Background: an optimization exercise with open tools, aiming at small area, a short achievable clock period and few clock cycles per item. Do not read the settings as production practice. At most, simulation tests tie the RTL to the original design; equivalence was not proved. Function not checked in runs 2 to 4: the RTL went through the layout flow alone.

==> flow/design.v, too long to show whole: its modules and the start of the top module <==
// module sb_xor: 1 lines
// module sb_xnor: 1 lines
// module sb_and: 1 lines
// module sb_nand: 1 lines
// module sb_ao21: 1 lines
// module sb_ao22: 3 lines
// module sb_mux2: 1 lines
// module sb_ainvx: 34 lines
// module sb_inv4: 30 lines
// module aes_sbox: 116 lines
// module aes_sbox_k: 125 lines
// module aes_dec_mix: 257 lines
// module aes_enc_mix: 174 lines
// module aes256_cbc: 240 lines
module aes256_cbc #(
  parameter [127:0] IV0 = 128'h0102030405060708090a0b0c0d0e0f10
) (
  input  wire         clk,
  input  wire         rst,         
  input  wire         in_valid,
  output wire         in_ready,
  input  wire [1:0]   in_op,
  input  wire         in_first,
  input  wire [127:0] in_data,
  input  wire [255:0] in_key,
  output wire         out_valid,
  input  wire         out_ready,
  output wire [127:0] out_data,
  output wire [1:0]   out_err
);
  // ...
==> flow/run.sh <==
#!/bin/bash
# synth_recipe.tcl (not shown) runs the flow's synth.tcl, then flattens the netlist and writes it again
# the make line also repeats each setting of config.mk as NAME=value (left out here)
make -C /OpenROAD-flow-scripts/flow DESIGN_CONFIG=/design/flow/config.mk WORK_HOME=/design/flow/orfs CLKGATE_MAP_FILE= SYNTH_SCRIPT=/design/flow/synth_recipe.tcl finish
==> flow/config.mk <==
export PLATFORM = sky130hd
export DESIGN_NAME = aes256_cbc
export DESIGN_NICKNAME = aes256_cbc
export VERILOG_FILES = /design/flow/design.v
export SDC_FILE = /design/flow/constraint.sdc
export NUM_CORES = 8
export LEC_CHECK = 0
export CAP_MARGIN = 30
export CORE_MARGIN = 2
export CORE_UTILIZATION = 45
export CTS_BUF_LIST = sky130_fd_sc_hd__clkbuf_8
export PLACE_DENSITY = 0.6
export SETUP_SLACK_MARGIN = 4.5
export SLEW_MARGIN = 35
export SYNTH_HIERARCHICAL = 1
export SYNTH_MINIMUM_KEEP_SIZE = 0
==> flow/constraint.sdc <==
create_clock -name core_clock -period 11.0 [get_ports {clk}]
set_input_delay 2.2000 -clock core_clock [delete_from_list [all_inputs] [get_ports {clk}]]
set_output_delay 2.2000 -clock core_clock [all_outputs]
set_load 0.01 [all_outputs]
==> summary.txt, run 1 <==
status timing/DRC/antenna clean; R2R Path Start state[50]; crit path kind reg2reg; Vias 94900; Hold Path Class reg2reg; Tot GR Track Use 38.1%; #FFs+latches synth 1296; RePlAce Congestion 1.02; clkbuf count 277; multiplexer share of the synthesized area 3.16%; Vias/cell 5.90; Seq/Total Area, Yosys 30.2%; initial antenna violation count 47; critical path arrival 7.32 ns; Slew @ Worst Pin 1.18 ns; M2 GR Usage 52.2%; worst path bufs/invs 3; Synth Area in Compound Gates 11.9%; Sink Count 1296; root buffer cell clkbuf_8; layout cells sized above 1 11.2%; final instance area 130000 µm²; max incr delay on CP 0.51 ns; DP Cell Count 15500; bufs w/o clock 971; Place WS 2.87 ns; MaxCap Viol Count 0; Top FF cell, synth edfxtp_1; Area Overhead vs Synth 16.4%; met3 Track Usage GR 11.4%; Fill cells 22900; Net Count, Synth 12700; CP required 12.00 ns; synth top area cells xor2_1, edfxtp_1, dfxtp_1; core area 246000 µm²; port bufs 522; Final Hold Viols 0; final-report max-slew violation count 0
Testbench counts, summed over its fixed seeds: cycles 11,896, items 842.
==> module aes_sbox_k, before the edit <==
module aes_sbox_k (input wire [7:0] a, input wire [7:0] k, output wire [7:0] y);
  wire U0 = a[7];
  wire U1 = a[6];
  wire U2 = a[5];
  wire U3 = a[4];
  wire U4 = a[3];
  wire U5 = a[2];
  wire U6 = a[1];
  wire U7 = a[0];
  wire T1; sb_xor g0 (.a(U0), .b(U3), .y(T1));
  wire T2; sb_xor g1 (.a(U0), .b(U5), .y(T2));
  wire T3; sb_xor g2 (.a(U0), .b(U6), .y(T3));
  wire T4; sb_xor g3 (.a(U3), .b(U5), .y(T4));
  wire T5; sb_xor g4 (.a(U4), .b(U6), .y(T5));
  wire T6; sb_xor g5 (.a(T1), .b(T5), .y(T6));
  wire T7; sb_xor g6 (.a(U1), .b(U2), .y(T7));
  wire T8; sb_xor g7 (.a(U7), .b(T6), .y(T8));
  wire T9; sb_xor g8 (.a(U7), .b(T7), .y(T9));
  wire T10; sb_xor g9 (.a(T6), .b(T7), .y(T10));
  wire T11; sb_xor g10 (.a(U1), .b(U5), .y(T11));
  wire T12; sb_xor g11 (.a(U2), .b(U5), .y(T12));
  wire T13; sb_xor g12 (.a(T3), .b(T4), .y(T13));
  wire T14; sb_xor g13 (.a(T6), .b(T11), .y(T14));
  wire T15; sb_xor g14 (.a(T5), .b(T11), .y(T15));
  wire T16; sb_xor g15 (.a(T5), .b(T12), .y(T16));
  wire T17; sb_xor g16 (.a(T9), .b(T16), .y(T17));
  wire T18; sb_xor g17 (.a(U3), .b(U7), .y(T18));
  wire T19; sb_xor g18 (.a(T7), .b(T18), .y(T19));
  wire T20; sb_xor g19 (.a(T1), .b(T19), .y(T20));
  wire T21; sb_xor g20 (.a(U6), .b(U7), .y(T21));
  wire T22; sb_xor g21 (.a(T7), .b(T21), .y(T22));
  wire T23; sb_xor g22 (.a(T2), .b(T22), .y(T23));
  wire T24; sb_xor g23 (.a(T2), .b(T10), .y(T24));
  wire T25; sb_xor g24 (.a(T20), .b(T17), .y(T25));
  wire T26; sb_xor g25 (.a(T3), .b(T16), .y(T26));
  wire T27; sb_xor g26 (.a(T1), .b(T12), .y(T27));
  wire M1; sb_nand g27 (.a(T13), .b(T6), .y(M1));
  wire M2; sb_nand g28 (.a(T23), .b(T8), .y(M2));
  wire M3; sb_xor g29 (.a(T14), .b(M1), .y(M3));
  wire M4; sb_nand g30 (.a(T19), .b(U7), .y(M4));
  wire M5; sb_xor g31 (.a(M4), .b(M1), .y(M5));
  wire M6; sb_nand g32 (.a(T3), .b(T16), .y(M6));
  wire M7; sb_nand g33 (.a(T22), .b(T9), .y(M7));
  wire M8; sb_xor g34 (.a(T26), .b(M6), .y(M8));
  wire M9; sb_nand g35 (.a(T20), .b(T17), .y(M9));
  wire M10; sb_xor g36 (.a(M9), .b(M6), .y(M10));
  wire M11; sb_nand g37 (.a(T1), .b(T15), .y(M11));
  wire M12; sb_nand g38 (.a(T4), .b(T27), .y(M12));
  wire M13; sb_xor g39 (.a(M12), .b(M11), .y(M13));
  wire M14; sb_nand g40 (.a(T2), .b(T10), .y(M14));
  wire M15; sb_xor g41 (.a(M14), .b(M11), .y(M15));
  wire M16; sb_xor g42 (.a(M3), .b(M2), .y(M16));
  wire M17; sb_xor g43 (.a(M5), .b(T24), .y(M17));
  wire M18; sb_xor g44 (.a(M8), .b(M7), .y(M18));
  wire M19; sb_xor g45 (.a(M10), .b(M15), .y(M19));
  wire M20; sb_xor g46 (.a(M16), .b(M13), .y(M20));
  wire M21; sb_xor g47 (.a(M17), .b(M15), .y(M21));
  wire M22; sb_xor g48 (.a(M18), .b(M13), .y(M22));
  wire M23; sb_xor g49 (.a(M19), .b(T25), .y(M23));
  wire M24, M25, M26, M27, M28, M29, M30, M31, M32, M33, M34, M35, M36, M37, M38, M39, M40, M41, M42, M43, M44, M45;
  sb_inv4 u_inv (.m20i(M20), .m21i(M21), .m22i(M22), .m23i(M23), .m37(M37), .m38(M38), .m39(M39),
                 .m40(M40), .m41(M41), .m42(M42), .m43(M43), .m44(M44), .m45(M45));
  wire M46; sb_nand p0 (.a(M44), .b(T6), .y(M46));
  wire M47; sb_nand p1 (.a(M40), .b(T8), .y(M47));
  wire M48; sb_nand p2 (.a(M39), .b(U7), .y(M48));
  wire M49; sb_nand p3 (.a(M43), .b(T16), .y(M49));
  wire M50; sb_nand p4 (.a(M38), .b(T9), .y(M50));
  wire M51; sb_nand p5 (.a(M37), .b(T17), .y(M51));
  wire M52; sb_nand p6 (.a(M42), .b(T15), .y(M52));
  wire M53; sb_nand p7 (.a(M45), .b(T27), .y(M53));
  wire M54; sb_nand p8 (.a(M41), .b(T10), .y(M54));
  wire M55; sb_nand p9 (.a(M44), .b(T13), .y(M55));
  wire M56; sb_nand p10 (.a(M40), .b(T23), .y(M56));
  wire M57; sb_nand p11 (.a(M39), .b(T19), .y(M57));
  wire M58; sb_nand p12 (.a(M43), .b(T3), .y(M58));
  wire M59; sb_nand p13 (.a(M38), .b(T22), .y(M59));
  wire M60; sb_nand p14 (.a(M37), .b(T20), .y(M60));
  wire M61; sb_nand p15 (.a(M42), .b(T1), .y(M61));
  wire M62; sb_nand p16 (.a(M45), .b(T4), .y(M62));
  wire M63; sb_nand p17 (.a(M41), .b(T2), .y(M63));
  wire b26; sb_xor h26 (.a(M61), .b(M62), .y(b26));
  wire b27; sb_xor h27 (.a(M56), .b(b26), .y(b27));
  wire b28; sb_xor h28 (.a(M55), .b(b27), .y(b28));
  wire b29; sb_xor h29 (.a(M54), .b(M58), .y(b29));
  wire b30; sb_xor h30 (.a(M46), .b(M49), .y(b30));
  wire b31; sb_xor h31 (.a(M50), .b(M53), .y(b31));
  wire b32; sb_xor h32 (.a(M48), .b(M60), .y(b32));
  wire b33; sb_xor h33 (.a(M46), .b(M52), .y(b33));
  wire b34; sb_xor h34 (.a(M47), .b(M50), .y(b34));
  wire b35; sb_xor h35 (.a(M48), .b(M51), .y(b35));
  wire b36; sb_xor h36 (.a(b29), .b(b31), .y(b36));
  wire b37; sb_xor h37 (.a(M59), .b(b26), .y(b37));
  wire b38; sb_xor h38 (.a(M49), .b(M52), .y(b38));
  wire b39; sb_xor h39 (.a(M47), .b(M53), .y(b39));
  wire b40; sb_xor h40 (.a(M61), .b(M63), .y(b40));
  wire b41; sb_xor h41 (.a(M51), .b(k[1]), .y(b41));
  wire b42; sb_xor h42 (.a(M57), .b(k[2]), .y(b42));
  wire b43; sb_xor h43 (.a(M58), .b(k[0]), .y(b43));
  wire b44; sb_xor h44 (.a(b30), .b(b34), .y(b44));
  wire b45; sb_xor h45 (.a(b29), .b(b33), .y(b45));
  wire b46; sb_xor h46 (.a(b31), .b(b38), .y(b46));
  wire b47; sb_xor h47 (.a(b30), .b(b42), .y(b47));
  wire b48; sb_xor h48 (.a(b34), .b(b35), .y(b48));
  wire b49; sb_xor h49 (.a(b32), .b(b40), .y(b49));
  wire b50; sb_xor h50 (.a(b30), .b(b35), .y(b50));
  wire b51; sb_xor h51 (.a(b33), .b(b39), .y(b51));
  wire b52; sb_xor h52 (.a(b27), .b(b47), .y(b52));
  wire b53; sb_xor h53 (.a(b37), .b(b50), .y(b53));
  wire b54; sb_xor h54 (.a(b36), .b(b37), .y(b54));
  wire b55; sb_xor h55 (.a(b45), .b(b49), .y(b55));
  wire b56; sb_xor h56 (.a(b32), .b(b36), .y(b56));
  wire b57; sb_xor h57 (.a(k[3]), .b(b48), .y(b57));
  wire b58; sb_xor h58 (.a(k[4]), .b(b44), .y(b58));
  wire b59; sb_xor h59 (.a(k[7]), .b(b46), .y(b59));
  wire b60; sb_xor h60 (.a(k[6]), .b(b51), .y(b60));
  wire b61; sb_xnor h61 (.a(b28), .b(b60), .y(b61));
  wire b62; sb_xor h62 (.a(b52), .b(b56), .y(b62));
  wire b63; sb_xor h63 (.a(b28), .b(b58), .y(b63));
  wire b64; sb_xor h64 (.a(b28), .b(b59), .y(b64));
  wire b65; sb_xor h65 (.a(b28), .b(b57), .y(b65));
  wire b66; sb_xnor h66 (.a(b41), .b(b54), .y(b66));
  wire b67; sb_xnor h67 (.a(b43), .b(b53), .y(b67));
  wire b68; sb_xnor h68 (.a(k[5]), .b(b55), .y(b68));
  assign y = {b64, b61, b68, b63, b65, b62, b66, b67};
endmodule
==> module aes256_cbc, before the edit <==
module aes256_cbc #(
  parameter [127:0] IV0 = 128'h0102030405060708090a0b0c0d0e0f10
) (
  input  wire         clk,
  input  wire         rst,         
  input  wire         in_valid,
  output wire         in_ready,
  input  wire [1:0]   in_op,
  input  wire         in_first,
  input  wire [127:0] in_data,
  input  wire [255:0] in_key,
  output wire         out_valid,
  input  wire         out_ready,
  output wire [127:0] out_data,
  output wire [1:0]   out_err
);
  localparam [1:0] OP_KEXP = 2'd0, OP_ENC = 2'd1, OP_DEC = 2'd2, OP_ILL = 2'd3;
  localparam [1:0] E_NONE = 2'd0, E_ILLEGAL = 2'd1, E_NOKEY = 2'd2;
  reg         busy;           
  reg [1:0]   err;            
  reg [3:0]   rnd;            
  reg         aesv;           
  reg         ovalid;
  reg [127:0] obuf;           
  reg [1:0]   oerr;
  reg [127:0] state;
  reg [127:0] chain;          
  reg [127:0] mask;           
  reg [255:0] k0;             
  reg [255:0] kn;             
  reg         kn_pending;     
  reg [255:0] w;              
  reg  enc, dec, kexp;        
  wire is_enc  = enc;
  wire is_dec  = dec;
  wire is_kexp = kexp;
  reg         parked;         
  wire at_end  = busy && !parked &&
                 (is_enc ? (rnd == 4'd14) : is_dec ? (rnd == 4'd0) : 1'b1);
  wire done    = at_end || (busy && parked);
  wire fin     = done && (!ovalid || out_ready);
  wire park    = at_end && !fin;
  assign in_ready  = !ovalid && (!busy || done) && !(in_op == OP_DEC && kn_pending);
  assign out_valid = ovalid;
  assign out_data  = obuf;
  assign out_err   = oerr;
  wire accept = in_valid && in_ready;
  function automatic [7:0] xtime(input [7:0] a);
    xtime = {a[6:0], 1'b0} ^ (a[7] ? 8'h1b : 8'h00);
  endfunction
  function automatic [7:0] ainv(input [7:0] b);
    ainv = {b[6] ^ b[4] ^ b[1], b[5] ^ b[3] ^ b[0], b[7] ^ b[4] ^ b[2], b[6] ^ b[3] ^ b[1],
            b[5] ^ b[2] ^ b[0], ~(b[7] ^ b[4] ^ b[1]), b[6] ^ b[3] ^ b[0], ~(b[7] ^ b[5] ^ b[2])};
  endfunction
  function automatic [7:0] alin(input [7:0] b);
    integer i;
    begin
      for (i = 0; i < 8; i = i + 1)
        alin[i] = b[i] ^ b[(i + 4) % 8] ^ b[(i + 5) % 8] ^ b[(i + 6) % 8] ^ b[(i + 7) % 8];
    end
  endfunction
  function automatic [127:0] alin_all(input [127:0] v);
    integer i;
    begin
      for (i = 0; i < 16; i = i + 1) alin_all[8*i +: 8] = alin(v[8*i +: 8]);
    end
  endfunction
  function automatic [127:0] ainv_all(input [127:0] v);
    integer i;
    begin
      for (i = 0; i < 16; i = i + 1) ainv_all[8*i +: 8] = ainv(v[8*i +: 8]);
    end
  endfunction
  wire [127:0] sb;
  wire [127:0] ka;
  genvar g;
  generate
    for (g = 0; g < 16; g = g + 1) begin : g_sbox
      localparam integer I = 15 - g;                        
      localparam integer J = I % 4 + 4 * ((I / 4 + I % 4) % 4);
      aes_sbox_k u_sb (.a(state[8*g +: 8]), .k(ka[127 - 8*J -: 8] & {8{dec}}), .y(sb[8*g +: 8]));
    end
  endgenerate
  reg [127:0] sr, isr;
  integer r, c;
  always @(*) begin
    for (r = 0; r < 4; r = r + 1)
      for (c = 0; c < 4; c = c + 1) begin
        sr[127 - 8*(r + 4*c) -: 8]  = sb[127 - 8*(r + 4*((c + r) % 4)) -: 8];
        isr[127 - 8*(r + 4*c) -: 8] = sb[127 - 8*(r + 4*((c + 4 - r) % 4)) -: 8];
      end
  end
  wire [127:0] wa   = w[255:128];
  wire [127:0] rkey = w[127:0];       
  wire [127:0] q_enc;
  generate
    for (g = 0; g < 4; g = g + 1) begin : g_emix
      aes_enc_mix u_em (.x(sr[32*g +: 32]), .k(rkey[32*g +: 32]), .y(q_enc[32*g +: 32]));
    end
  endgenerate
  assign ka = alin_all(rkey);
  wire [127:0] xs    = isr;                       
  wire [127:0] q_dec;
  generate
    for (g = 0; g < 4; g = g + 1) begin : g_dmix
      aes_dec_mix u_dm (.x(xs[32*g +: 32]), .y(q_dec[32*g +: 32]));
    end
  endgenerate
  wire [127:0] qe_l, qd_l;
  generate
    for (g = 0; g < 16; g = g + 1) begin : g_last
      sb_ainvx u_ai (.x(xs[8*g +: 8]), .m(mask[8*g +: 8]), .y(qd_l[8*g +: 8]));
    end
    for (g = 0; g < 128; g = g + 1) begin : g_laste
      sb_xor u_qe (.a(sr[g]), .b(rkey[g]), .y(qe_l[g]));
    end
  endgenerate
  wire [31:0] ks_sub;
  generate
    for (g = 0; g < 4; g = g + 1) begin : g_ksbox
      aes_sbox u_ksb (.a(rkey[8*g +: 8]), .y(ks_sub[8*g +: 8]));
    end
  endgenerate
  reg [7:0] rcon;
  always @(*) begin
    case (rnd)
      4'd1:    rcon = 8'h01;
      4'd3:    rcon = 8'h02;
      4'd5:    rcon = 8'h04;
      4'd7:    rcon = 8'h08;
      4'd9:    rcon = 8'h10;
      4'd11:   rcon = 8'h20;
      4'd13:   rcon = 8'h40;
      default: rcon = 8'h00;
    endcase
  end
  wire [31:0]  kt;
  wire [127:0] f;
  wire [31:0]  p0 = wa[127:96] ^ {rcon, 24'h0};
  wire [31:0]  p1 = wa[95:64] ^ p0;
  wire [31:0]  p2 = wa[63:32] ^ p1;
  wire [31:0]  p3 = wa[31:0]  ^ p2;
  wire [127:0] kp = {p0, p1, p2, p3};
  wire [127:0] kc = {32'h0, wa[95:64] ^ wa[127:96], wa[63:32] ^ wa[95:64], wa[31:0] ^ wa[63:32]};
  wire [31:0]  ks_rot = {ks_sub[23:0], ks_sub[31:24]};
  generate
    for (g = 0; g < 32; g = g + 1) begin : g_kt
      sb_mux2 u_kt (.s(rnd[0]), .a(ks_sub[g]), .b(ks_rot[g]), .y(kt[g]));
    end
    for (g = 0; g < 128; g = g + 1) begin : g_kf
      sb_xor u_kf (.a(kp[g]), .b(kt[g % 32]), .y(f[g]));
    end
  endgenerate
  wire         chain_now = fin && is_enc && !parked;    
  wire         new_enc = (in_op == OP_ENC) && aesv;
  wire         new_dec = (in_op == OP_DEC) && aesv;
  wire [255:0] kstart = (new_dec && !(busy && is_kexp)) ? kn : k0;
  wire [127:0] kin    = in_data ^ kstart[255:128];
  wire [127:0] init_d = ainv_all(kin);                   
  wire         use_sr = chain_now && !in_first;
  wire [127:0] qe     = kin ^ (in_first ? IV0 : chain_now ? rkey : chain);
  wire         s_d    = dec && !accept;
  wire         s_e    = !dec && !accept;
  wire         s_id   = accept && new_dec;
  wire         s_ie   = accept && !new_dec;
  wire [127:0] sr_use, init_e, st_a, st_b, st_next;
  generate
    for (g = 0; g < 128; g = g + 1) begin : g_next
      sb_and  u_su (.a(sr[g]), .b(use_sr), .y(sr_use[g]));
      sb_xor  u_ie (.a(sr_use[g]), .b(qe[g]), .y(init_e[g]));
      sb_ao22 u_sa (.a(s_id), .b(init_d[g]), .c(s_ie), .d(init_e[g]), .y(st_a[g]));
      sb_ao21 u_sb (.a(s_e), .b(q_enc[g]), .c(st_a[g]), .y(st_b[g]));
      sb_ao21 u_sc (.a(s_d), .b(q_dec[g]), .c(st_b[g]), .y(st_next[g]));
    end
  endgenerate
  wire         load_w = (accept && (new_enc || new_dec)) || (busy && is_kexp && rnd == 4'd0);
  wire [127:0] w_lo_e = load_w ? kstart[127:0] : (kc & {128{dec}});
  wire         sel_f0 = !load_w;
  wire         sel_f  = !load_w && !dec;
  wire [127:0] w_lo;
  generate
    for (g = 0; g < 128; g = g + 1) begin : g_wlo
      sb_ao21 u_w (.a(g >= 96 ? sel_f0 : sel_f), .b(f[g]), .c(w_lo_e[g]), .y(w_lo[g]));
    end
  endgenerate
  wire         acc_dec = accept && new_dec;
  wire [127:0] q_l    = is_dec ? qd_l : qe_l;
  wire [127:0] m_next = acc_dec ? (in_first ? IV0 : chain_now ? qe_l : chain) : q_l;
  wire [127:0] o_next = !(is_enc || is_dec) ? 128'h0 : parked ? mask : q_l;
  always @(posedge clk) begin
    state <= st_next;
    w <= {load_w ? kstart[255:128] : rkey, w_lo};
    if (accept && in_op == OP_KEXP) k0 <= in_key;
    if (kn_pending && !is_dec && rnd == 4'd13) kn <= {f, rkey};
    if (acc_dec || park)            mask <= m_next;
  end
  always @(posedge clk) begin
    if (rst) begin
      busy   <= 1'b0;
      parked <= 1'b0;
      kn_pending <= 1'b0;
      aesv   <= 1'b0;
      ovalid <= 1'b0;
      chain  <= IV0;
    end else begin
      if (fin) begin
        ovalid <= 1'b1;
        obuf   <= o_next;
        oerr   <= err;
      end else if (out_ready) begin
        ovalid <= 1'b0;
      end
      if (at_end && is_enc) chain <= qe_l;
      if (park) parked <= 1'b1;
      if (fin) begin
        busy   <= 1'b0;
        parked <= 1'b0;
      end
      rnd <= is_dec ? rnd - 4'd1 : rnd + 4'd1;
      if (kn_pending && !is_dec && rnd == 4'd13) kn_pending <= 1'b0;
      if (accept) begin
        busy <= 1'b1;
        enc  <= new_enc;
        dec  <= new_dec;
        kexp <= (in_op == OP_KEXP);
        err  <= (in_op == OP_ILL) ? E_ILLEGAL : (in_op != OP_KEXP && !aesv) ? E_NOKEY : E_NONE;
        if (in_op == OP_KEXP) begin
          aesv       <= 1'b1;
          kn_pending <= 1'b1;
          rnd        <= 4'd0;
        end
        if (new_enc) rnd <= 4'd1;
        if (new_dec) rnd <= 4'd13;
        if (new_dec) begin
          chain <= in_data;
        end
      end
    end
  end
endmodule
==> run 2: changes to the inputs <==
--- a/flow/design.v
+++ b/flow/design.v
@@ -187,7 +187,7 @@
   wire b51; sb_xnor h51 (.a(M53), .b(b44), .y(b51));
   assign y = {b47, b51, b42, b50, b49, b46, b48, b43};
 endmodule
-module aes_sbox_k (input wire [7:0] a, input wire [7:0] k, output wire [7:0] y);
+module aes_sbox_k (input wire [7:0] a, input wire [7:0] k, output wire [7:0] y, output wire [7:0] yd);
   wire U0 = a[7];
   wire U1 = a[6];
   wire U2 = a[5];
@@ -311,6 +311,15 @@
   wire b67; sb_xnor h67 (.a(b43), .b(b53), .y(b67));
   wire b68; sb_xnor h68 (.a(k[5]), .b(b55), .y(b68));
   assign y = {b64, b61, b68, b63, b65, b62, b66, b67};
+  wire d64; sb_xor hd64 (.a(b28), .b(b59), .y(d64));
+  wire d61; sb_xnor hd61 (.a(b28), .b(b60), .y(d61));
+  wire d68; sb_xnor hd68 (.a(k[5]), .b(b55), .y(d68));
+  wire d63; sb_xor hd63 (.a(b28), .b(b58), .y(d63));
+  wire d65; sb_xor hd65 (.a(b28), .b(b57), .y(d65));
+  wire d62; sb_xor hd62 (.a(b52), .b(b56), .y(d62));
+  wire d66; sb_xnor hd66 (.a(b41), .b(b54), .y(d66));
+  wire d67; sb_xnor hd67 (.a(b43), .b(b53), .y(d67));
+  assign yd = {d64, d61, d68, d63, d65, d62, d66, d67};
 endmodule
 module aes_dec_mix (input wire [31:0] x, output wire [31:0] y);
   wire t32; sb_xor g32 (.a(x[11]), .b(x[26]), .y(t32));
@@ -816,14 +825,15 @@
       for (i = 0; i < 16; i = i + 1) ainv_all[8*i +: 8] = ainv(v[8*i +: 8]);
     end
   endfunction
-  wire [127:0] sb;
+  wire [127:0] sb, sbd;                                   
   wire [127:0] ka;
   genvar g;
   generate
     for (g = 0; g < 16; g = g + 1) begin : g_sbox
       localparam integer I = 15 - g;                        
       localparam integer J = I % 4 + 4 * ((I / 4 + I % 4) % 4);
-      aes_sbox_k u_sb (.a(state[8*g +: 8]), .k(ka[127 - 8*J -: 8] & {8{dec}}), .y(sb[8*g +: 8]));
+      aes_sbox_k u_sb (.a(state[8*g +: 8]), .k(ka[127 - 8*J -: 8] & {8{dec}}), .y(sb[8*g +: 8]),
+                       .yd(sbd[8*g +: 8]));
     end
   endgenerate
   reg [127:0] sr, isr;
@@ -832,7 +842,7 @@
     for (r = 0; r < 4; r = r + 1)
       for (c = 0; c < 4; c = c + 1) begin
         sr[127 - 8*(r + 4*c) -: 8]  = sb[127 - 8*(r + 4*((c + r) % 4)) -: 8];
-        isr[127 - 8*(r + 4*c) -: 8] = sb[127 - 8*(r + 4*((c + 4 - r) % 4)) -: 8];
+        isr[127 - 8*(r + 4*c) -: 8] = sbd[127 - 8*(r + 4*((c + 4 - r) % 4)) -: 8];
       end
   end
   wire [127:0] wa   = w[255:128];
--- a/flow/config.mk
+++ b/flow/config.mk
@@ -8,7 +8,6 @@
 export CAP_MARGIN = 30
 export CORE_MARGIN = 2
 export CORE_UTILIZATION = 45
-export CTS_BUF_LIST = sky130_fd_sc_hd__clkbuf_8
 export PLACE_DENSITY = 0.6
 export SETUP_SLACK_MARGIN = 4.5
 export SLEW_MARGIN = 35
==> summary.txt, run 2 <==
initial antenna violation count 65 (+38%); final instance area 133000 µm² (+1.9%); Ports 523; setup TNS 0 ns; MaxCap Viol Count 0 (unchanged); WL final 522000 µm; EDFF count, synth 779; Sink Count 1296 (unchanged); worst path bufs/invs 3 (unchanged); Syn Area/Cell 9.07 µm²; most used cell, CP xor2_1; Final Hold Viols 0 (unchanged); port bufs 522 (unchanged); RSZ-0062 raised after global routing yes; Starting DRT DRC Count 13200; Max H-tree Level 4; final setup fails 0; critical path arrival 7.17 ns (-0.15 ns); Vias 96100 (+1.3%); final-report max-slew violation count 0 (unchanged); RePlAce Congestion 1.07 (+4.7%); CP required 11.76 ns (-0.24 ns); Slew @ Worst Pin 1.07 ns (-0.108 ns); nets 13100; # rows 184; Commonest cells post-synth xor2_1, nand2_1, edfxtp_1; clk slew on worst S/H paths 0.06 ns; Fill cells 22800 (-0.14%); die width 507 µm; fmax 156 MHz; Area Overhead vs Synth 16.5% (about the same); Seq/Total Area, Yosys 29.6% (-0.55 points); Pre-antenna DRT Iters 8; root buffer cell clkbuf_16; Vias/cell 5.95 (+0.75%); CTS max path bufs 3; family with the most delay on the worst path XOR/XNOR gates; global-route wire length before repair 708000 µm; synthesized area 114000 µm²; CTS buffer count 156; Final period util 58.3%; Net Count, Synth 12900 (+2.0%); layout cells sized above 1 11.2% (about the same); Final min period 6.41 ns; Overflow after GRT 0; detail-routed net length per standard cell 32.3 µm; vias in the first global route 90400; cell at the slowest stage of the critical path dfxtp_1; CTS tree built; ys async rst share 0%; Yosys top cell by area xor2_1; Hold Path Class reg2reg; Core Util, Final 52.7%; top-area cell type share of the netlist area 32.1%; synth top area cells xor2_1, edfxtp_1, dfxtp_1; Crit. End Element flip-flop; Top FF cell, synth edfxtp_1; commonest non-fill, non-tap cell in the layout xor2_1; crit path kind reg2reg; post-route ant nets 0; Ys Warns 7; largest net degree at the start of global routing 185; max incr delay on CP 0.52 ns (about the same); worst skew pair latency 0.88 ns; Netlist cell types 53; Worst Skew 0.0710 ns; Tot GR Track Use 38.9% (+0.85 points); #FFs+latches synth 1296 (unchanged); critical-path cell list xor2_4 > xor2_2 > xor2_1 > nand2_1 > xor2_4 > xor2_1 > xor2_2 > buf_4 > buf_4 > and2b_1 > nor2_1 > a21oi_1 > nand2_1 > xor2_1 > xor2_1 > xor2_2 > xor2_1 > buf_4 > xor2_4 > xor2_4 > xor2_4 > xor2_1 > xor2_1 > a21o_1; CP Max Fanout 9; Cell Area, Placed 121000 µm²; Post-Synthesis Cells 12600; core area 251000 µm² (+2.0%); Slew headroom 28.1%; Die Ht 507 µm; Initial Util 45.3%; Startpoint Class flip-flop; status timing/DRC/antenna clean; # DRC 0; largest registers k0 x256, kn x256, w x256; commonest cells after routing, fill and taps aside xor2_1, nand2_1, edfxtp_1, a21oi_1, nor2_1; Detailed Place HPWL 404000 µm; count leader, synth xor2_1; die area 257000 µm²
## run 2: cell count changes in the layout (fill, tap and decap cells not counted), sizes merged
cell           previous run  this run
clkinvlp                 11         8
clkdlybuf4s50           520       518
xor2                   4114      4177
xnor2                   546       610
clkbuf                  277       211
diode                    21        34
buf                     451       515
bufinv                   23        14
clkinv                   85        52
inv                     131        88
## run 2: logic make-up after synthesis
group / share of synthesized area, %
xor gates and xnor gates: 36.9
and+or+nand+nor: 12.6
AOI/OAI and AO/OA: 11.7
DFF: 29.6
buffers and inverters: 6.05
muxes: 3.10
adders and majority gates: 0.0550
## run 2: per-stage QoR
stage,hold WS [ns],std cells,setup slack [ns]
after floorplan,0.400,12600,4.09
after global placement,0.413,15700,2.89
after detailed placement,0.416,15700,2.95
after CTS,0.430,16000,4.42
after global routing,0.435,16200,4.34
final,0.431,16200,4.59
## run 2: per-module statistics from Yosys, one instance, submodules excluded, excerpt
module       area (µm²)  flops+latches  copies in the design  cells inside
aes_dec_mix         240              0                     4            32
sb_and             6.26              0                   128             1
sb_ao22            8.76              0                   128             1
aes_enc_mix         240              0                     4            32
sb_nand            3.75              0                   540             1
sb_ao21            7.51              0                   384             1
sb_inv4             230              0                    20            36
## run 2: worst paths after layout
kind,cells past startpoint,from,end,slack [ns]
hold / removal,0,w[110],kn[110],0.43
hold reg to reg,0,w[110],kn[110],0.43
setup reg to reg,24,state[36],state[76],4.59
setup / recovery,24,state[36],state[76],4.59
## run 2: layout make-up
cell class                      instances  area [µm²]  share of cell area [%]
Antenna cell                           34        85.1                  0.0642
Sequential cell                      1296       33800                    25.5
Clock buffer                          211        4290                    3.23
Multi-Input combinational cell      10100       79300                    59.8
Timing Repair Buffer                 1033        9510                    7.17
Clock inverter                         77        1100                   0.830
Inverter                               85         338                   0.255
Tap cell                             3348        4190                    3.16
## run 2: timing repair
item / CTS / global route
pin swaps: 17 / 83
setup buffers: 29 / 98
endpoints found under the setup margin: 195 / 229
hold endpoints to repair: 0 / 0
resized for setup: 282 / 321
hold buffers: 0 / 0
## run 2: per-layer routing
layer | routed length [µm] | track usage [%] | part of all wire [%]
met1 | 213000 | 52.9 | 41
met2 | 210000 | 53.8 | 40
met3 | 64800 | 12.5 | 12
met4 | 34600 | 22.3 | 6.6
met5 | 202 | 0 | 0.039
==> run 3: changes to the inputs <==
--- a/flow/design.v
+++ b/flow/design.v
@@ -7,6 +7,58 @@
   assign y = (a & b) | (c & d);
 endmodule
 module sb_mux2 (input wire s, input wire a, input wire b, output wire y); assign y = s ? b : a; endmodule
+module sb_ainv (input wire [7:0] x, output wire [7:0] y);
+  wire t7;
+  sb_xor g7a (.a(x[6]), .b(x[4]), .y(t7));
+  sb_xor  g7b (.a(t7), .b(x[1]), .y(y[7]));
+  wire t6;
+  sb_xor g6a (.a(x[5]), .b(x[3]), .y(t6));
+  sb_xor  g6b (.a(t6), .b(x[0]), .y(y[6]));
+  wire t5;
+  sb_xor g5a (.a(x[7]), .b(x[4]), .y(t5));
+  sb_xor  g5b (.a(t5), .b(x[2]), .y(y[5]));
+  wire t4;
+  sb_xor g4a (.a(x[6]), .b(x[3]), .y(t4));
+  sb_xor  g4b (.a(t4), .b(x[1]), .y(y[4]));
+  wire t3;
+  sb_xor g3a (.a(x[5]), .b(x[2]), .y(t3));
+  sb_xor  g3b (.a(t3), .b(x[0]), .y(y[3]));
+  wire t2;
+  sb_xor g2a (.a(x[7]), .b(x[4]), .y(t2));
+  sb_xnor g2b (.a(t2), .b(x[1]), .y(y[2]));
+  wire t1;
+  sb_xor g1a (.a(x[6]), .b(x[3]), .y(t1));
+  sb_xor  g1b (.a(t1), .b(x[0]), .y(y[1]));
+  wire t0;
+  sb_xor g0a (.a(x[7]), .b(x[5]), .y(t0));
+  sb_xnor g0b (.a(t0), .b(x[2]), .y(y[0]));
+endmodule
+module sb_alin (input wire [7:0] x, output wire [7:0] y);
+  wire t8; sb_xor g8 (.a(x[2]), .b(x[3]), .y(t8));
+  wire t9; sb_xor g9 (.a(x[6]), .b(x[7]), .y(t9));
+  wire t10; sb_xor g10 (.a(x[4]), .b(x[5]), .y(t10));
+  wire t11; sb_xor g11 (.a(x[0]), .b(x[1]), .y(t11));
+  wire t12; sb_xor g12 (.a(t8), .b(t10), .y(t12));
+  wire t13; sb_xor g13 (.a(t9), .b(t11), .y(t13));
+  wire t14; sb_xor g14 (.a(t8), .b(t11), .y(t14));
+  wire t15; sb_xor g15 (.a(t9), .b(t10), .y(t15));
+  wire t16; sb_xor g16 (.a(x[1]), .b(t12), .y(t16));
+  wire t17; sb_xor g17 (.a(x[4]), .b(t14), .y(t17));
+  wire t18; sb_xor g18 (.a(x[5]), .b(t13), .y(t18));
+  wire t19; sb_xor g19 (.a(x[3]), .b(t15), .y(t19));
+  wire t20; sb_xor g20 (.a(x[2]), .b(t13), .y(t20));
+  wire t21; sb_xor g21 (.a(x[7]), .b(t14), .y(t21));
+  wire t22; sb_xor g22 (.a(x[0]), .b(t15), .y(t22));
+  wire t23; sb_xor g23 (.a(x[6]), .b(t12), .y(t23));
+  assign y[0] = t22;
+  assign y[1] = t18;
+  assign y[2] = t20;
+  assign y[3] = t21;
+  assign y[4] = t17;
+  assign y[5] = t16;
+  assign y[6] = t23;
+  assign y[7] = t19;
+endmodule
 module sb_ainvx (input wire [7:0] x, input wire [7:0] m, output wire [7:0] y);
   wire t7, u7;
   sb_xor g7a (.a(x[6]), .b(x[4]), .y(t7));
@@ -187,7 +239,7 @@
   wire b51; sb_xnor h51 (.a(M53), .b(b44), .y(b51));
   assign y = {b47, b51, b42, b50, b49, b46, b48, b43};
 endmodule
-module aes_sbox_k (input wire [7:0] a, input wire [7:0] k, output wire [7:0] y, output wire [7:0] yd);
+module aes_sbox_k (input wire [7:0] a, input wire [7:0] k, output wire [7:0] y);
   wire U0 = a[7];
   wire U1 = a[6];
   wire U2 = a[5];
@@ -311,15 +363,6 @@
   wire b67; sb_xnor h67 (.a(b43), .b(b53), .y(b67));
   wire b68; sb_xnor h68 (.a(k[5]), .b(b55), .y(b68));
   assign y = {b64, b61, b68, b63, b65, b62, b66, b67};
-  wire d64; sb_xor hd64 (.a(b28), .b(b59), .y(d64));
-  wire d61; sb_xnor hd61 (.a(b28), .b(b60), .y(d61));
-  wire d68; sb_xnor hd68 (.a(k[5]), .b(b55), .y(d68));
-  wire d63; sb_xor hd63 (.a(b28), .b(b58), .y(d63));
-  wire d65; sb_xor hd65 (.a(b28), .b(b57), .y(d65));
-  wire d62; sb_xor hd62 (.a(b52), .b(b56), .y(d62));
-  wire d66; sb_xnor hd66 (.a(b41), .b(b54), .y(d66));
-  wire d67; sb_xnor hd67 (.a(b43), .b(b53), .y(d67));
-  assign yd = {d64, d61, d68, d63, d65, d62, d66, d67};
 endmodule
 module aes_dec_mix (input wire [31:0] x, output wire [31:0] y);
   wire t32; sb_xor g32 (.a(x[11]), .b(x[26]), .y(t32));
@@ -799,41 +842,14 @@
   assign out_data  = obuf;
   assign out_err   = oerr;
   wire accept = in_valid && in_ready;
-  function automatic [7:0] xtime(input [7:0] a);
-    xtime = {a[6:0], 1'b0} ^ (a[7] ? 8'h1b : 8'h00);
-  endfunction
-  function automatic [7:0] ainv(input [7:0] b);
-    ainv = {b[6] ^ b[4] ^ b[1], b[5] ^ b[3] ^ b[0], b[7] ^ b[4] ^ b[2], b[6] ^ b[3] ^ b[1],
-            b[5] ^ b[2] ^ b[0], ~(b[7] ^ b[4] ^ b[1]), b[6] ^ b[3] ^ b[0], ~(b[7] ^ b[5] ^ b[2])};
-  endfunction
-  function automatic [7:0] alin(input [7:0] b);
-    integer i;
-    begin
-      for (i = 0; i < 8; i = i + 1)
-        alin[i] = b[i] ^ b[(i + 4) % 8] ^ b[(i + 5) % 8] ^ b[(i + 6) % 8] ^ b[(i + 7) % 8];
-    end
-  endfunction
-  function automatic [127:0] alin_all(input [127:0] v);
-    integer i;
-    begin
-      for (i = 0; i < 16; i = i + 1) alin_all[8*i +: 8] = alin(v[8*i +: 8]);
-    end
-  endfunction
-  function automatic [127:0] ainv_all(input [127:0] v);
-    integer i;
-    begin
-      for (i = 0; i < 16; i = i + 1) ainv_all[8*i +: 8] = ainv(v[8*i +: 8]);
-    end
-  endfunction
-  wire [127:0] sb, sbd;                                   
+  wire [127:0] sb;
   wire [127:0] ka;
   genvar g;
   generate
     for (g = 0; g < 16; g = g + 1) begin : g_sbox
       localparam integer I = 15 - g;                        
       localparam integer J = I % 4 + 4 * ((I / 4 + I % 4) % 4);
-      aes_sbox_k u_sb (.a(state[8*g +: 8]), .k(ka[127 - 8*J -: 8] & {8{dec}}), .y(sb[8*g +: 8]),
-                       .yd(sbd[8*g +: 8]));
+      aes_sbox_k u_sb (.a(state[8*g +: 8]), .k(ka[127 - 8*J -: 8] & {8{dec}}), .y(sb[8*g +: 8]));
     end
   endgenerate
   reg [127:0] sr, isr;
@@ -842,7 +858,7 @@
     for (r = 0; r < 4; r = r + 1)
       for (c = 0; c < 4; c = c + 1) begin
         sr[127 - 8*(r + 4*c) -: 8]  = sb[127 - 8*(r + 4*((c + r) % 4)) -: 8];
-        isr[127 - 8*(r + 4*c) -: 8] = sbd[127 - 8*(r + 4*((c + 4 - r) % 4)) -: 8];
+        isr[127 - 8*(r + 4*c) -: 8] = sb[127 - 8*(r + 4*((c + 4 - r) % 4)) -: 8];
       end
   end
   wire [127:0] wa   = w[255:128];
@@ -853,7 +869,11 @@
       aes_enc_mix u_em (.x(sr[32*g +: 32]), .k(rkey[32*g +: 32]), .y(q_enc[32*g +: 32]));
     end
   endgenerate
-  assign ka = alin_all(rkey);
+  generate
+    for (g = 0; g < 16; g = g + 1) begin : g_ka
+      sb_alin u_ka (.x(rkey[8*g +: 8]), .y(ka[8*g +: 8]));
+    end
+  endgenerate
   wire [127:0] xs    = isr;                       
   wire [127:0] q_dec;
   generate
@@ -911,7 +931,12 @@
   wire         new_dec = (in_op == OP_DEC) && aesv;
   wire [255:0] kstart = (new_dec && !(busy && is_kexp)) ? kn : k0;
   wire [127:0] kin    = in_data ^ kstart[255:128];
-  wire [127:0] init_d = ainv_all(kin);                   
+  wire [127:0] init_d;                                   
+  generate
+    for (g = 0; g < 16; g = g + 1) begin : g_initd
+      sb_ainv u_id (.x(kin[8*g +: 8]), .y(init_d[8*g +: 8]));
+    end
+  endgenerate
   wire         use_sr = chain_now && !in_first;
   wire [127:0] qe     = kin ^ (in_first ? IV0 : chain_now ? rkey : chain);
   wire         s_d    = dec && !accept;
--- a/flow/config.mk
+++ b/flow/config.mk
@@ -8,6 +8,7 @@
 export CAP_MARGIN = 30
 export CORE_MARGIN = 2
 export CORE_UTILIZATION = 45
+export CTS_BUF_LIST = sky130_fd_sc_hd__clkbuf_8
 export PLACE_DENSITY = 0.6
 export SETUP_SLACK_MARGIN = 4.5
 export SLEW_MARGIN = 35
==> summary.txt, run 3 <==
Ports 523 (unchanged); Final period util 58.0% (-0.34 points); Vias 85500 (-11%); initial antenna violation count 35 (-46%); layout cells sized above 1 12.0% (+0.86 points); crit path kind reg2reg; # DRC 0 (unchanged); Die Ht 494 µm (-2.5%); nets 12000 (-8.3%); Starting DRT DRC Count 10300 (-22%); Cell Area, Placed 115000 µm² (-4.8%); MaxCap Viol Count 0 (unchanged); largest registers k0 x256, kn x256, w x256; Hold Path Class reg2reg; top-area cell type share of the netlist area 35.0% (+2.8 points); Startpoint Class flip-flop; RePlAce Congestion 1.01 (-5.7%); ys async rst share 0% (unchanged); Area Overhead vs Synth 16.1%; Sink Count 1296 (unchanged); CP Max Fanout 12 (+3); Overflow after GRT 0 (unchanged); Netlist cell types 59 (+11%); #FFs+latches synth 1296 (unchanged); CTS buffer count 232 (+49%); die width 494 µm (-2.5%); Commonest cells post-synth xor2_1, nand2_1, edfxtp_1; largest net degree at the start of global routing 187 (+1.1%); Tot GR Track Use 36.7% (-2.2 points); Final Hold Viols 0 (unchanged); Yosys top cell by area xor2_1; RSZ-0062 raised after global routing yes; global-route wire length before repair 636000 µm (-10%); EDFF count, synth 779 (unchanged); fmax 157 MHz (+0.58%); Slew @ Worst Pin 1.09 ns (+0.0113 ns); root buffer cell clkbuf_8; # hold bufs at CTS 0 (unchanged); port bufs 522 (unchanged); CP required 12.00 ns (+0.24 ns); Final min period 6.38 ns (-0.0370 ns); Vias/cell 5.70 (-4.1%); CTS tree built; Syn Area/Cell 9.56 µm² (+5.4%); Detailed Place HPWL 353000 µm (-13%); detail-routed net length per standard cell 30.9 µm (-4.3%); worst skew pair latency 1.13 ns (+0.25 ns); Worst Skew 0.114 ns (+0.0426 ns); Ys Warns 7 (unchanged); Net Count, Synth 11700 (-9.4%); synth top area cells xor2_1, edfxtp_1, dfxtp_1; Max H-tree Level 4 (unchanged); Crit. End Element flip-flop; commonest cells after routing, fill and taps aside xor2_1, nand2_1, edfxtp_1, a21oi_1, nor2_1; Core Util, Final 52.4% (-0.32 points); setup TNS 0 ns (unchanged); Top FF cell, synth edfxtp_1; Slew headroom 25.5% (-2.6 points); Initial Util 45.1% (-0.14 points); clk slew on worst S/H paths 0.07 ns (about the same); FF-to-FF setup slack 4.62 ns (+0.04 ns); Post-Synthesis Cells 11300 (-9.7%); final instance area 126000 µm² (-5.2%); final setup margin 4.62 ns (+0.0370 ns); post-route ant nets 0 (unchanged); status timing/DRC/antenna clean; WL final 464000 µm (-11%); commonest non-fill, non-tap cell in the layout xor2_1; Place WS 3.07 ns (+0.122 ns); Pre-antenna DRT Iters 8 (unchanged); # rows 180 (-2.2%); core area 240000 µm² (-4.6%); Seq/Total Area, Yosys 31.2% (+1.5 points); CTS max path bufs 3 (unchanged); final setup fails 0 (unchanged); critical path arrival 7.38 ns (+0.21 ns); die area 244000 µm² (-4.8%); vias in the first global route 82700 (-8.5%); count leader, synth xor2_1; DP Cell Count 14400 (-8.3%); synthesized area 108000 µm² (-4.9%); non-filler cells, final 15000 (-7.2%); Min Hold Slack 0.388 ns (-0.0427 ns); final-report max-slew violation count 0 (unchanged)
-- run 3: cell types whose count changed after synthesis, sizes merged, moves of 96 or more --
cell | before | now
nand2 | 1104 | 865
nand4b | 224 | 0
nor2b | 248 | 25
clkbuf | 359 | 177
xor2 | 4177 | 4325
a21oi | 719 | 580
a31oi | 250 | 116
nand3 | 171 | 49
xnor2 | 610 | 505
nand4 | 97 | 1
-- run 3: final cells by class --
class | count | area (µm²)
antenna | 24 | 60.1
inverter | 84 | 333
clock buffer | 256 | 3520
clock inverter | 187 | 1510
tap | 3185 | 3990
sequential | 1296 | 33800
timing repair buffer | 960 | 9180
multi-input combinational | 9003 | 73300
fill | 21700 | 114000
-- run 3: per-layer routing --
layer | global-route usage [%] | vias to the layer above | routed length [µm]
met5 | 0 | - | 110
met4 | 21.6 | 14 | 32200
met3 | 9.97 | 908 | 50100
met2 | 52.1 | 4694 | 190000
met1 | 49.7 | 42200 | 191000
li1 | - | 37700 | -
-- run 3: critical path, stage by stage, from the launching register on --
cell     delay, ns
dfxtp_1       0.49
xor2_4        0.29
xor2_2        0.31
xor2_1        0.30
nand2_1       0.15
xor2_2        0.31
xor2_1        0.26
xor2_2        0.09
buf_4         0.17
buf_4         0.14
and3_1        0.17
a21oi_1       0.26
nand2_1       0.20
xor2_1        0.38
xor2_1        0.21
xor2_1        0.37
xnor2_4       0.15
buf_4         0.42
xor2_1        0.80
xor2_1        0.21
xor2_1        0.21
a21o_1        0.27
a21o_1        0.19
-- run 3: cells by family (layout without fill, tap and decap cells) --
group | count (synthesis) | in the layout | synth area share, %
flops | 1296 | 1296 | 31.2
simple gates | 1939 | 1939 | 8.04
fa+ha+maj | 5 | 5 | 0.0578
mux | 409 | 409 | 4.14
compound gates | 1818 | 1818 | 11.2
buf+inv | 1030 | 1487 | 6.08
xor+xnor | 4830 | 4832 | 39.3
other cells | 0 | 24 | 0
-- run 3: repair_timing --
| action | in CTS | in global routing |
|---|---|---|
| setup endpoints to repair | 197 | 177 |
| buffers inserted | 36 | 79 |
| pin swaps | 28 | 64 |
| gates resized for setup | 257 | 297 |
| hold endpoints to repair | 0 | 0 |
| gates cloned | 0 | 2 |
-- run 3: worst paths after layout --
path,from,to,cells past startpoint
max,state[20],state[40],22
min,w[112],kn[112],0
max reg2reg,state[20],state[40],22
min reg2reg,w[112],kn[112],0
-- run 3: Yosys stat by module (local to each module, per instance), a selection --
module	copies in the design	cells	flops+latches	area, µm²
aes_enc_mix	4	32	0	240
aes_sbox	4	8	0	60.1
sb_ao21	384	1	0	7.51
sb_ao22	128	1	0	8.76
sb_inv4	20	36	0	230
sb_mux2	32	1	0	15.0
sb_xnor	208	1	0	8.76
sb_xor	4168	1	0	8.76
==> run 4: changes to the inputs <==
--- a/flow/config.mk
+++ b/flow/config.mk
@@ -10,7 +10,7 @@
 export CORE_UTILIZATION = 45
 export CTS_BUF_LIST = sky130_fd_sc_hd__clkbuf_8
 export PLACE_DENSITY = 0.6
-export SETUP_SLACK_MARGIN = 4.5
+export SETUP_SLACK_MARGIN = 5
 export SLEW_MARGIN = 35
 export SYNTH_HIERARCHICAL = 1
 export SYNTH_MINIMUM_KEEP_SIZE = 0
==> summary.txt, run 4 <==
status timing/DRC/antenna clean; commonest cells after routing, fill and taps aside xor2_1, nand2_1, edfxtp_1, buf_4, a21oi_1; Tot GR Track Use 36.8% (+0.038 points); largest family of logic cells by synthesized area XOR/XNOR gates; Max H-tree Level 4 (unchanged); final setup margin 5.03 ns (+0.407 ns); hold_sp w[111]; # rows 180 (unchanged); multiplexer share of the synthesized area 4.14% (unchanged); Sink Count 1296 (unchanged); Netlist cell types 59 (unchanged); root buffer cell clkbuf_8; Crit. End Element flip-flop; # DRC 0 (unchanged); worst path bufs/invs 3 (unchanged); critical-path cell list xor2_1 > xor2_1 > nand2_1 > xor2_2 > xor2_1 > xor2_2 > buf_4 > nor2b_1 > o21a_1 > a211oi_2 > nand2_1 > xor2_2 > xor2_1 > xor2_1 > xor2_2 > buf_8 > xor2_4 > xor2_4 > buf_4 > xor2_1 > xor2_1 > xor2_1 > a21o_1; #FFs+latches synth 1296 (unchanged); Ys Warns 7 (unchanged); final setup fails 0 (unchanged); CTS max path bufs 3 (unchanged); setup TNS 0 ns (unchanged); Startpoint Class flip-flop; port bufs 522 (unchanged); CP required 11.97 ns (-0.03 ns); Place WS 2.99 ns (-0.0860 ns); Area Overhead vs Synth 22.9%; post-route ant nets 0 (unchanged); largest net degree at the start of global routing 169 (-9.6%); final-report max-slew violation count 0 (unchanged); initial antenna violation count 25 (-29%); commonest non-fill, non-tap cell in the layout xor2_1; WL final 469000 µm (+1.1%); Final min period 5.97 ns (-0.407 ns); Initial Util 45.1% (unchanged); vias in the first global route 84100 (+1.7%); ys async rst share 0% (unchanged); Slew @ Worst Pin 1.19 ns (+0.103 ns); Top FF cell, synth edfxtp_1; largest registers k0 x256, kn x256, w x256; Ports 523 (unchanged); Yosys top cell by area xor2_1; critical path arrival 6.94 ns (-0.44 ns); Vias 87200 (+2.0%); top-area cell type share of the netlist area 35.0% (unchanged); fmax 168 MHz (+6.8%); Synth Area in Compound Gates 11.2% (unchanged); count leader, synth xor2_1; Final Hold Viols 0 (unchanged); Commonest cells post-synth xor2_1, nand2_1, edfxtp_1; synthesized area 108000 µm² (unchanged); # hold bufs at CTS 0 (unchanged); crit path launch state[6]; synth top area cells xor2_1, edfxtp_1, dfxtp_1; Net Count, Synth 11700 (unchanged); Pre-antenna DRT Iters 7 (-1); crit path kind reg2reg; MaxCap Viol Count 0 (unchanged); clk slew on worst S/H paths 0.07 ns (about the same); R2R Path Start state[6]; most used cell, CP xor2_1; layout cells sized above 1 18.7% (+6.6 points); Detailed Place HPWL 351000 µm (-0.53%); RePlAce Congestion 1.01 (+0.58%); Slew headroom 18.5% (-7.0 points); Worst Skew 0.117 ns (+0.00312 ns); CP Max Fanout 12 (unchanged); core area 240000 µm² (unchanged); Hold Path Class reg2reg; Post-Synthesis Cells 11300 (unchanged); nets 12300 (+3.1%); CTS tree built; worst skew pair latency 1.11 ns (-0.02 ns); max incr delay on CP 0.45 ns (-0.35 ns); die area 244000 µm² (unchanged); RSZ-0062 raised after global routing yes; EDFF count, synth 779 (unchanged); Vias/cell 5.68 (-0.33%); CTS buffer count 232 (unchanged); Synth Area in Simple Gates 8.04% (unchanged); die width 494 µm (unchanged); Overflow after GRT 0 (unchanged); Starting DRT DRC Count 10700 (+3.8%); adder-cell share of the synthesized area 0.0578% (unchanged); Final period util 54.3% (-3.7 points); family with the most delay on the worst path XOR/XNOR gates; Syn Area/Cell 9.56 µm² (unchanged); cell at the slowest stage of the critical path dfxtp_1; Seq/Total Area, Yosys 31.2% (unchanged); global-route wire length before repair 637000 µm (+0.13%); Die Ht 494 µm (unchanged); xor/xnor share of the synthesized area 39.3% (unchanged); detail-routed net length per standard cell 30.5 µm (-1.2%)
[run 4: metrics by stage]
stage	instances	utilization [%]	hold WS, ns	instance area (µm²)
after CTS	15000	52.6	0.427	126000
final	15300	55.5	0.425	133000
after detailed placement	14400	47.9	0.412	115000
after global routing	15300	55.5	0.435	133000
after floorplan	11300	-	0.400	108000
after global placement	14400	47.7	0.414	114000
[run 4: metal layers]
metal | vias up | GRT usage (%) | part of all wire, %
met3 | 1034 | 9.63 | 11
li1 | 38100 | - | -
met5 | - | 0.450 | 0.058
met4 | 20 | 22.0 | 7.3
met1 | 43200 | 49.5 | 40
met2 | 4932 | 52.6 | 41
[run 4: worst reg2reg max path, cell delays in order, from the launching register on]
cell and delay (ns):
dfxtp_1 0.45, xor2_1 0.36, xor2_1 0.27, nand2_1 0.20
xor2_2 0.31, xor2_1 0.27, xor2_2 0.15, buf_4 0.19
nor2b_1 0.08, o21a_1 0.18, a211oi_2 0.29, nand2_1 0.16
xor2_2 0.20, xor2_1 0.26, xor2_1 0.27, xor2_2 0.21
buf_8 0.26, xor2_4 0.34, xor2_4 0.28, buf_4 0.16
xor2_1 0.18, xor2_1 0.26, xor2_1 0.22, a21o_1 0.29
[run 4: cells by family (layout without fill, tap and decap cells)]
kind of cell | Yosys count | after routing
xor+xnor | 4830 | 4831
other cells | 0 | 7
buf+inv | 1030 | 1858
flops | 1296 | 1296
simple gates | 1939 | 1939
mux | 409 | 409
compound gates | 1818 | 1818
fa+ha+maj | 5 | 5
[run 4: layout make-up]
type / instances / area, µm²
Sequential cell: 1296 / 33900
Clock buffer: 268 / 3690
Clock inverter: 177 / 1580
Timing Repair Buffer: 1329 / 12600
Antenna cell: 7 / 17.5
Tap cell: 3185 / 3990
Inverter: 84 / 333
Fill cell: 21100 / 107000
Multi-Input combinational cell: 9002 / 77000
[run 4: repair_timing]
action                     CTS  global route
setup buffers              173           318
resized for setup          617           603
setup endpoints to repair  421           359
gates cloned                 0             2
pin swaps                  114           199
[run 4: final timing paths]
check              end  slack [ns]  depth (start not counted)
min            kn[111]        0.42                          0
max          state[44]        5.03                         23
min reg2reg    kn[111]        0.42                          0
max reg2reg  state[44]        5.03                         23
[run 4: modules after synthesis, one instance, submodules excluded, excerpt]
module	cell area [µm²]	cells inside
aes256_cbc	53900	4475
aes_dec_mix	240	32
sb_inv4	230	36
aes_sbox	60.1	8
sb_mux2	15.0	1
sb_xor	8.76	1
sb_and	6.26	1

[afterwards: timing with drivers on the ports]
The results above use ideal ports. As a check the final layouts listed here were re-extracted and re-timed, cells and wires unchanged. Step 1 (the two cells are an assumption about what drives the block):
set clk [get_ports {clk}]
set_driving_cell -lib_cell sky130_fd_sc_hd__clkbuf_16 $clk
set_driving_cell -lib_cell sky130_fd_sc_hd__buf_2 [delete_from_list [all_inputs] $clk]
Step 2 moves the port delays by t, midway between the first and last clock arrival at a register: inputs arrive t later, outputs are due t later. That takes back most of the time a late clock gives input paths. a / b / c = ideal ports / drivers / drivers and shift; a / b = the first two.
run | shift t [ns] | slack for setup (ns) | hold slack, ns | worst register clock-pin slew, ns
run 1 | 1.153 | 4.686 / 4.589 / 3.626 | 0.434 / 0.434 / 0.434 | 0.08 / 0.08
run 2 | 0.958 | 4.587 / 4.406 / 3.641 | 0.431 / 0.431 / 0.431 | 0.07 / 0.07
run 3 | 1.170 | 4.624 / 4.563 / 4.003 | 0.388 / 0.388 / 0.388 | 0.07 / 0.07
run 4 | 1.150 | 5.031 / 5.031 / 4.156 | 0.425 / 0.425 / 0.425 | 0.08 / 0.08
After both steps every run listed still meets setup and hold. The setup slack of run 1, which loses most, moves by -0.097 ns with the drivers and by -1.060 ns with both steps.
